This is an optimization exercise on Yosys and OpenROAD, whose aim is small area and a short achievable clock period, not a production implementation. In this exercise RTL edits were held to simulation tests only and were not proved equivalent to the original.

==> wip/onyx: inputs <==
==> flow/design.v <==
module mf_normalize #(
    parameter MW = 10
) (
    input  wire [2:0]    e_in,
    input  wire          sat_in,
    input  wire [MW-1:0] m_in,
    output reg  [6:0]    y
);
    reg [3:0]    n;
    reg [MW-1:0] ms;
    integer      i;
    always @* begin
        n = 4'd0;
        for (i = 4; i < MW; i = i + 1)
            if (m_in[i]) n = i - 3;
        ms = m_in >> n;
        if (sat_in || (n > {1'b0, e_in}))
            y = 7'h70;
        else
            y = {e_in - n[2:0], ms[3:0]};
    end
endmodule
module mf_adder (
    input  wire [7:0] a,
    input  wire [7:0] b,
    output wire [7:0] y
);
    wire       sa = a[7];
    wire       sb = b[7];
    wire [2:0] ea = a[6:4];
    wire [2:0] eb = b[6:4];
    wire [3:0] ma = a[3:0];
    wire [3:0] mb = b[3:0];
    wire        a_ge = (ea >= eb);
    wire [2:0]  ex   = a_ge ? ea : eb;
    wire [2:0]  d    = a_ge ? (ea - eb) : (eb - ea);
    wire [10:0] xa   = a_ge ? {7'd0, ma} : ({7'd0, ma} << d);
    wire [10:0] xb   = a_ge ? ({7'd0, mb} << d) : {7'd0, mb};
    wire        same_sign = (sa == sb);
    wire [11:0] dab  = {1'b0, xa} - {1'b0, xb};
    wire [11:0] dba  = {1'b0, xb} - {1'b0, xa};
    wire        b_gt = dab[11];
    wire        tie  = (xa == xb);
    wire [10:0] msum = xa + xb;
    wire [10:0] mraw = same_sign ? msum : (b_gt ? dba[10:0] : dab[10:0]);
    wire        sres = (same_sign || !b_gt) ? sa : sb;
    wire [6:0] n;
    mf_normalize #(.MW(10)) u_norm (
        .e_in  (ex),
        .sat_in((ex == 3'd7) || mraw[10]),
        .m_in  (mraw[9:0]),
        .y     (n)
    );
    assign y = (!same_sign && tie) ? 8'h00 : {sres, n};
endmodule
module mf_multiplier (
    input  wire [7:0] a,
    input  wire [7:0] b,
    output wire [7:0] y
);
    wire       s     = a[7] ^ b[7];
    wire [3:0] esum  = {1'b0, a[6:4]} + {1'b0, b[6:4]};
    wire [7:0] p     = a[3:0] * b[3:0];
    wire       under = (esum < 4'd2);
    wire [3:0] eb    = esum - 4'd2;
    wire [6:0] n;
    mf_normalize #(.MW(8)) u_norm (
        .e_in  (eb[2:0]),
        .sat_in(eb >= 4'd7),
        .m_in  (p),
        .y     (n)
    );
    assign y = under ? {s, 7'd0} : {s, n};
endmodule
module mf_converter (
    input  wire [7:0]  v,
    input  wire [31:0] f,
    output reg  [11:0] to_f32_hi,      
    output reg  [7:0]  exact_y,
    output reg         exact_absent,
    output reg  [7:0]  approx_y
);
    wire       vs = v[7];
    wire [2:0] ve = v[6:4];
    wire [3:0] vm = v[3:0];
    reg  [1:0] p;
    reg  [7:0] xexp;
    reg  [2:0] frac;
    always @* begin
        if (vm[3])      p = 2'd3;
        else if (vm[2]) p = 2'd2;
        else if (vm[1]) p = 2'd1;
        else            p = 2'd0;
        xexp = 8'd125 + {5'd0, ve} + {6'd0, p};
        case (p)
            2'd3:    frac = vm[2:0];
            2'd2:    frac = {vm[1:0], 1'b0};
            2'd1:    frac = {vm[0], 2'b0};
            default: frac = 3'd0;
        endcase
        if (vm == 4'd0)
            to_f32_hi = {vs, 11'd0};
        else
            to_f32_hi = {vs, xexp, frac};
    end
    wire        fs = f[31];
    wire [7:0]  fx = f[30:23];
    wire [22:0] ff = f[22:0];
    wire        xz = (fx == 8'd0);
    wire        is_zero = xz && (ff == 23'd0);
    reg neg;
    integer i;
    always @* begin
        neg = xz || (fx <= 8'd124);
        for (i = 0; i < 23; i = i + 1)
            if (ff[i] && (fx <= 8'd147 - i)) neg = 1'b1;
    end
    wire       z14 = (ff[13:0] == 14'd0);
    reg  [3:0] u;
    always @* begin
        u = 4'd0;
        for (i = 14; i < 23; i = i + 1)
            if (ff[i] && u == 4'd0) u = 23 - i;
    end
    wire       xin  = (fx >= 8'd125) && (fx <= 8'd140);
    wire [3:0] xo   = fx[3:0] - 4'd13;                  
    wire [4:0] eo1  = {1'b0, xo} - {1'b0, u};           
    wire [5:0] eo2  = {2'b0, xo} - {1'b0, u, 1'b0} + 6'd3;   
    wire [3:0] top  = {1'b1, ff[22:20]};
    reg        psat;
    reg  [6:0] pos;
    always @* begin
        psat = eo1[4] || (eo1[3:0] > 4'd6);
        if (u <= 4'd3) begin
            pos  = {eo1[2:0], top >> (2'd3 - u[1:0])};
        end else begin
            if (eo2[5]) psat = 1'b1;
            pos  = {eo2[2:0], top};
        end
        if (!xin || !z14) psat = 1'b1;
    end
    wire [6:0] pres = psat ? 7'h70 : pos;
    reg [6:0] nres;
    always @* begin
        if (xz || fx <= 8'd124) nres = 7'h00;
        else if (fx >= 8'd129)  nres = 7'h70;
        else                    nres = {3'd0, top >> (2'd3 - fx[1:0] + 2'd1)};
    end
    always @* begin
        exact_absent = !is_zero && neg;
        if (is_zero)
            exact_y = {fs, 7'd0};
        else
            exact_y = {fs, pres};
        if (is_zero)
            approx_y = {fs, 7'd0};
        else
            approx_y = {fs, neg ? nres : pres};
    end
endmodule
module minifloat_pipe (
    input  wire        clk,
    input  wire        rst,
    input  wire        in_valid,
    input  wire [4:0]  op,
    input  wire [31:0] a,
    input  wire [31:0] b,
    output wire [31:0] y,
    output reg  [1:0]  st,
    output reg         out_valid
);
    localparam ST_OK      = 2'd0;
    localparam ST_ABSENT  = 2'd1;
    localparam ST_ILLEGAL = 2'd2;
    reg [4:0]  op_q;
    reg [31:0] a_q;
    reg [7:0]  b_q;
    reg        valid_q;
    always @(posedge clk) begin
        if (rst)
            valid_q <= 1'b0;
        else
            valid_q <= in_valid;
    end
    always @(posedge clk) begin
        op_q <= op;
        a_q  <= a;
        b_q  <= b[7:0];
    end
    wire [7:0] va = a_q[7:0];
    wire [7:0] vb = b_q;
    wire [6:0] norm_y;
    mf_normalize #(.MW(10)) u_norm (
        .e_in  (a_q[26:24]),
        .sat_in((a_q[31:24] >= 8'd7) || (a_q[23:10] != 14'd0)),
        .m_in  (a_q[9:0]),
        .y     (norm_y)
    );
    wire [7:0] add_y;
    mf_adder u_add (
        .a(va),
        .b({vb[7] ^ op_q[0], vb[6:0]}),
        .y(add_y)
    );
    wire [7:0] mul_y;
    mf_multiplier u_mul (
        .a(va),
        .b(vb),
        .y(mul_y)
    );
    wire [11:0] tof32_hi;
    wire [7:0]  xfrom_y;
    wire        xfrom_absent;
    wire [7:0]  afrom_y;
    mf_converter u_conv (
        .v           (va),
        .f           (a_q),
        .to_f32_hi   (tof32_hi),
        .exact_y     (xfrom_y),
        .exact_absent(xfrom_absent),
        .approx_y    (afrom_y)
    );
    reg [7:0]  r_d;
    reg [11:0] h_d;
    reg [1:0]  st_d;
    always @* begin
        r_d  = 8'd0;
        h_d  = 12'd0;
        st_d = ST_OK;
        case (op_q)
            5'd0:  r_d = 8'd0;
            5'd1:  r_d = 8'h21;
            5'd2:  r_d = {a_q[16], a_q[10:8], a_q[3:0]};
            5'd3:  r_d = {7'd0, va[7]};
            5'd4:  r_d = {5'd0, va[6:4]};
            5'd5:  r_d = {4'd0, va[3:0]};
            5'd6:  r_d = {7'd0, va[7]};
            5'd7:  r_d = {7'd0, ~va[7]};
            5'd8:  r_d = (va[6:0] == 7'd0) ? 8'd0 : (va[7] ? 8'hFF : 8'h01);
            5'd9:  r_d = {7'd0, (va == vb)};
            5'd10: r_d = {1'b0, norm_y};
            5'd11: r_d = va ^ 8'h80;
            5'd12: r_d = add_y;
            5'd13: r_d = add_y;
            5'd14: r_d = mul_y;
            5'd15: h_d = tof32_hi;
            5'd16: begin
                if (xfrom_absent) st_d = ST_ABSENT;
                else              r_d  = xfrom_y;
            end
            5'd17: r_d = afrom_y;
            default: st_d = ST_ILLEGAL;
        endcase
    end
    reg [7:0]  r_q;
    reg [11:0] h_q;
    always @(posedge clk) begin
        if (rst)
            out_valid <= 1'b0;
        else
            out_valid <= valid_q;
    end
    always @(posedge clk) begin
        r_q <= r_d;
        h_q <= h_d;
        st  <= st_d;
    end
    assign y = {h_q, 12'd0, r_q};
endmodule
==> flow/run.sh <==
#!/bin/bash
# synth_recipe.tcl (not shown) runs the flow's synth.tcl, then flattens the netlist and writes it again
# the make line also repeats each setting of config.mk as NAME=value (left out here)
make -C /OpenROAD-flow-scripts/flow DESIGN_CONFIG=/design/flow/config.mk WORK_HOME=/design/flow/orfs CLKGATE_MAP_FILE= SYNTH_SCRIPT=/design/flow/synth_recipe.tcl finish
==> flow/config.mk <==
export PLATFORM = sky130hd
export DESIGN_NAME = minifloat_pipe
export DESIGN_NICKNAME = minifloat_pipe
export VERILOG_FILES = /design/flow/design.v
export SDC_FILE = /design/flow/constraint.sdc
export NUM_CORES = 4
export LEC_CHECK = 0
export CAP_MARGIN = 20
export CORE_MARGIN = 2
export CORE_UTILIZATION = 40
export SLEW_MARGIN = 20
==> flow/constraint.sdc <==
create_clock -name core_clock -period 15.0 [get_ports {clk}]
set_input_delay 3.0000 -clock core_clock [delete_from_list [all_inputs] [get_ports {clk}]]
set_output_delay 3.0000 -clock core_clock [all_outputs]
set_load 0.01 [all_outputs]
==> inputs of wip/xenon, as changes to wip/onyx <==
--- a/flow/design.v
+++ b/flow/design.v
@@ -1,75 +1,68 @@
-module mf_normalize #(
-    parameter MW = 10
-) (
-    input  wire [2:0]    e_in,
-    input  wire          sat_in,
-    input  wire [MW-1:0] m_in,
-    output reg  [6:0]    y
-);
-    reg [3:0]    n;
-    reg [MW-1:0] ms;
-    integer      i;
-    always @* begin
-        n = 4'd0;
-        for (i = 4; i < MW; i = i + 1)
+module mf_normalize (
+    input  wire [2:0]  e_in,
+    input  wire        sat_in,
+    input  wire [10:0] m_in,
+    output reg  [6:0]  y
+);
+    reg [2:0]  n;
+    reg        big;
+    reg [3:0]  w;
+    integer    i;
+    always @* begin
+        n   = 3'd0;
+        big = m_in[10];                  
+        for (i = 4; i < 10; i = i + 1)
             if (m_in[i]) n = i - 3;
-        ms = m_in >> n;
-        if (sat_in || (n > {1'b0, e_in}))
+        w = 4'd0;
+        for (i = 0; i < 7; i = i + 1)
+            if (n == i) w = m_in[i +: 4];
+        if (sat_in || big || (n > e_in))
             y = 7'h70;
         else
-            y = {e_in - n[2:0], ms[3:0]};
+            y = {e_in - n, w};
     end
 endmodule
 module mf_adder (
-    input  wire [7:0] a,
-    input  wire [7:0] b,
-    output wire [7:0] y
-);
-    wire       sa = a[7];
-    wire       sb = b[7];
-    wire [2:0] ea = a[6:4];
-    wire [2:0] eb = b[6:4];
-    wire [3:0] ma = a[3:0];
-    wire [3:0] mb = b[3:0];
-    wire        a_ge = (ea >= eb);
-    wire [2:0]  ex   = a_ge ? ea : eb;
-    wire [2:0]  d    = a_ge ? (ea - eb) : (eb - ea);
-    wire [10:0] xa   = a_ge ? {7'd0, ma} : ({7'd0, ma} << d);
-    wire [10:0] xb   = a_ge ? ({7'd0, mb} << d) : {7'd0, mb};
-    wire        same_sign = (sa == sb);
-    wire [11:0] dab  = {1'b0, xa} - {1'b0, xb};
-    wire [11:0] dba  = {1'b0, xb} - {1'b0, xa};
-    wire        b_gt = dab[11];
-    wire        tie  = (xa == xb);
-    wire [10:0] msum = xa + xb;
-    wire [10:0] mraw = same_sign ? msum : (b_gt ? dba[10:0] : dab[10:0]);
-    wire        sres = (same_sign || !b_gt) ? sa : sb;
-    wire [6:0] n;
-    mf_normalize #(.MW(10)) u_norm (
-        .e_in  (ex),
-        .sat_in((ex == 3'd7) || mraw[10]),
-        .m_in  (mraw[9:0]),
-        .y     (n)
-    );
-    assign y = (!same_sign && tie) ? 8'h00 : {sres, n};
+    input  wire [7:0]  a,
+    input  wire [7:0]  b,
+    output wire [10:0] x,
+    output wire [2:0]  e,
+    output wire        s,
+    output wire        tie
+);
+    wire       a_ge = (a[6:4] >= b[6:4]);
+    wire       sB = a_ge ? a[7] : b[7];
+    wire       sS = a_ge ? b[7] : a[7];
+    wire [2:0] eB = a_ge ? a[6:4] : b[6:4];
+    wire [3:0] mB = a_ge ? a[3:0] : b[3:0];
+    wire [3:0] mS = a_ge ? b[3:0] : a[3:0];
+    wire [2:0] d  = a_ge ? (a[6:4] - b[6:4]) : (b[6:4] - a[6:4]);
+    wire [10:0] xS = {7'd0, mS} << d;
+    wire        same = (a[7] == b[7]);
+    wire [10:0] sum  = xS + {7'd0, mB};
+    wire [11:0] t1   = {1'b0, xS} - {8'd0, mB};
+    wire [3:0]  t2   = mB - xS[3:0];
+    wire        bor  = t1[11];
+    assign tie = !same && (t1 == 12'd0);
+    assign x   = same ? sum : (bor ? {7'd0, t2} : t1[10:0]);
+    assign s   = (same || bor) ? sB : sS;
+    assign e   = eB;
 endmodule
 module mf_multiplier (
     input  wire [7:0] a,
     input  wire [7:0] b,
-    output wire [7:0] y
-);
-    wire       s     = a[7] ^ b[7];
-    wire [3:0] esum  = {1'b0, a[6:4]} + {1'b0, b[6:4]};
-    wire [7:0] p     = a[3:0] * b[3:0];
-    wire       under = (esum < 4'd2);
-    wire [3:0] eb    = esum - 4'd2;
-    wire [6:0] n;
-    mf_normalize #(.MW(8)) u_norm (
-        .e_in  (eb[2:0]),
-        .sat_in(eb >= 4'd7),
-        .m_in  (p),
-        .y     (n)
-    );
-    assign y = under ? {s, 7'd0} : {s, n};
+    output wire [7:0] p,
+    output wire [2:0] e,
+    output wire       sat,
+    output wire       under,
+    output wire       s
+);
+    wire [3:0] esum = {1'b0, a[6:4]} + {1'b0, b[6:4]};
+    wire [3:0] eb   = esum - 4'd2;
+    assign s     = a[7] ^ b[7];
+    assign p     = a[3:0] * b[3:0];
+    assign under = (esum < 4'd2);
+    assign sat   = (esum >= 4'd9);
+    assign e     = eb[2:0];
 endmodule
 module mf_converter (
@@ -190,22 +183,48 @@
     wire [7:0] va = a_q[7:0];
     wire [7:0] vb = b_q;
+    wire [10:0] add_x;
+    wire [2:0]  add_e;
+    wire        add_s, add_tie;
+    mf_adder u_add (
+        .a  (va),
+        .b  ({vb[7] ^ op_q[0], vb[6:0]}),
+        .x  (add_x),
+        .e  (add_e),
+        .s  (add_s),
+        .tie(add_tie)
+    );
+    wire [7:0] mul_p;
+    wire [2:0] mul_e;
+    wire       mul_sat, mul_under, mul_s;
+    mf_multiplier u_mul (
+        .a    (va),
+        .b    (vb),
+        .p    (mul_p),
+        .e    (mul_e),
+        .sat  (mul_sat),
+        .under(mul_under),
+        .s    (mul_s)
+    );
+    wire is_add  = (op_q[4:1] == 4'b0110);
+    wire is_mul  = (op_q == 5'd14);
+    reg  [10:0] nm;
+    reg  [2:0]  ne;
+    reg         nsat;
+    always @* begin
+        if (is_add) begin
+            nm = add_x;  ne = add_e;  nsat = (add_e == 3'd7);
+        end else if (is_mul) begin
+            nm = {3'd0, mul_p};  ne = mul_e;  nsat = mul_sat;
+        end else begin
+            nm = {1'b0, a_q[9:0]};  ne = a_q[26:24];
+            nsat = (a_q[31:24] >= 8'd7) || (a_q[23:10] != 14'd0);
+        end
+    end
     wire [6:0] norm_y;
-    mf_normalize #(.MW(10)) u_norm (
-        .e_in  (a_q[26:24]),
-        .sat_in((a_q[31:24] >= 8'd7) || (a_q[23:10] != 14'd0)),
-        .m_in  (a_q[9:0]),
+    mf_normalize u_norm (
+        .e_in  (ne),
+        .sat_in(nsat),
+        .m_in  (nm),
         .y     (norm_y)
-    );
-    wire [7:0] add_y;
-    mf_adder u_add (
-        .a(va),
-        .b({vb[7] ^ op_q[0], vb[6:0]}),
-        .y(add_y)
-    );
-    wire [7:0] mul_y;
-    mf_multiplier u_mul (
-        .a(va),
-        .b(vb),
-        .y(mul_y)
     );
     wire [11:0] tof32_hi;
@@ -241,7 +260,6 @@
             5'd10: r_d = {1'b0, norm_y};
             5'd11: r_d = va ^ 8'h80;
-            5'd12: r_d = add_y;
-            5'd13: r_d = add_y;
-            5'd14: r_d = mul_y;
+            5'd12, 5'd13: r_d = add_tie ? 8'h00 : {add_s, norm_y};
+            5'd14: r_d = mul_under ? {mul_s, 7'd0} : {mul_s, norm_y};
             5'd15: h_d = tof32_hi;
             5'd16: begin
==> results.cfg <==
[status]
outcome = finished clean

[power_and_ir_drop]
internal-power_mw = 0.406
seq_cell_power_mw = 0.203
p_per_area_nw_per_um2 = 93.6
pg_comb_mw = 0.256

[cells_and_area]
sh_seq_area = 0.190
multi_input_area_sq_um = 4280
syn2layout_area_growth_pct = 17.0

[floorplanning]
initial_core_util = 0.413
The numbers above come from wip/xenon.

==> results.cfg <==
[status]
outcome = finished clean

[power_and_ir_drop]
p_per_area_nw_per_um2 = 108
seq_cell_power_mw = 0.205
internal-power_mw = 0.496

[cells_and_area]
syn2layout_area_growth_pct = 15.5
sh_seq_area = 0.165

[floorplanning]
initial_core_util = 0.408
The numbers above come from wip/onyx.

-- re-timing with driven ports --
The flow's constraints put no driver on any port. The routed layouts listed below were extracted and timed again, unchanged, in two steps.
Step 1, drivers: a clkbuf_16 drives clk and a buf_2 each remaining input, both assumed.
Step 2 moves the port delays by t, midway between the first and last clock arrival at a register: inputs arrive t later, outputs are due t later. That takes back most of the time a late clock gives input paths.
Slacks: no drivers / after step 1 / after step 2; pairs: no drivers / after step 1.
run	t, ns	setup slack, ns	hold WS [ns]	slew at the worst register clock pin (ns)
wip/onyx	0.378	6.545 / 6.545 / 6.545	0.453 / 0.453 / 0.453	0.06 / 0.06
wip/xenon	0.375	7.098 / 7.098 / 7.098	0.452 / 0.452 / 0.452	0.06 / 0.06
After both steps every run listed still meets setup and hold.
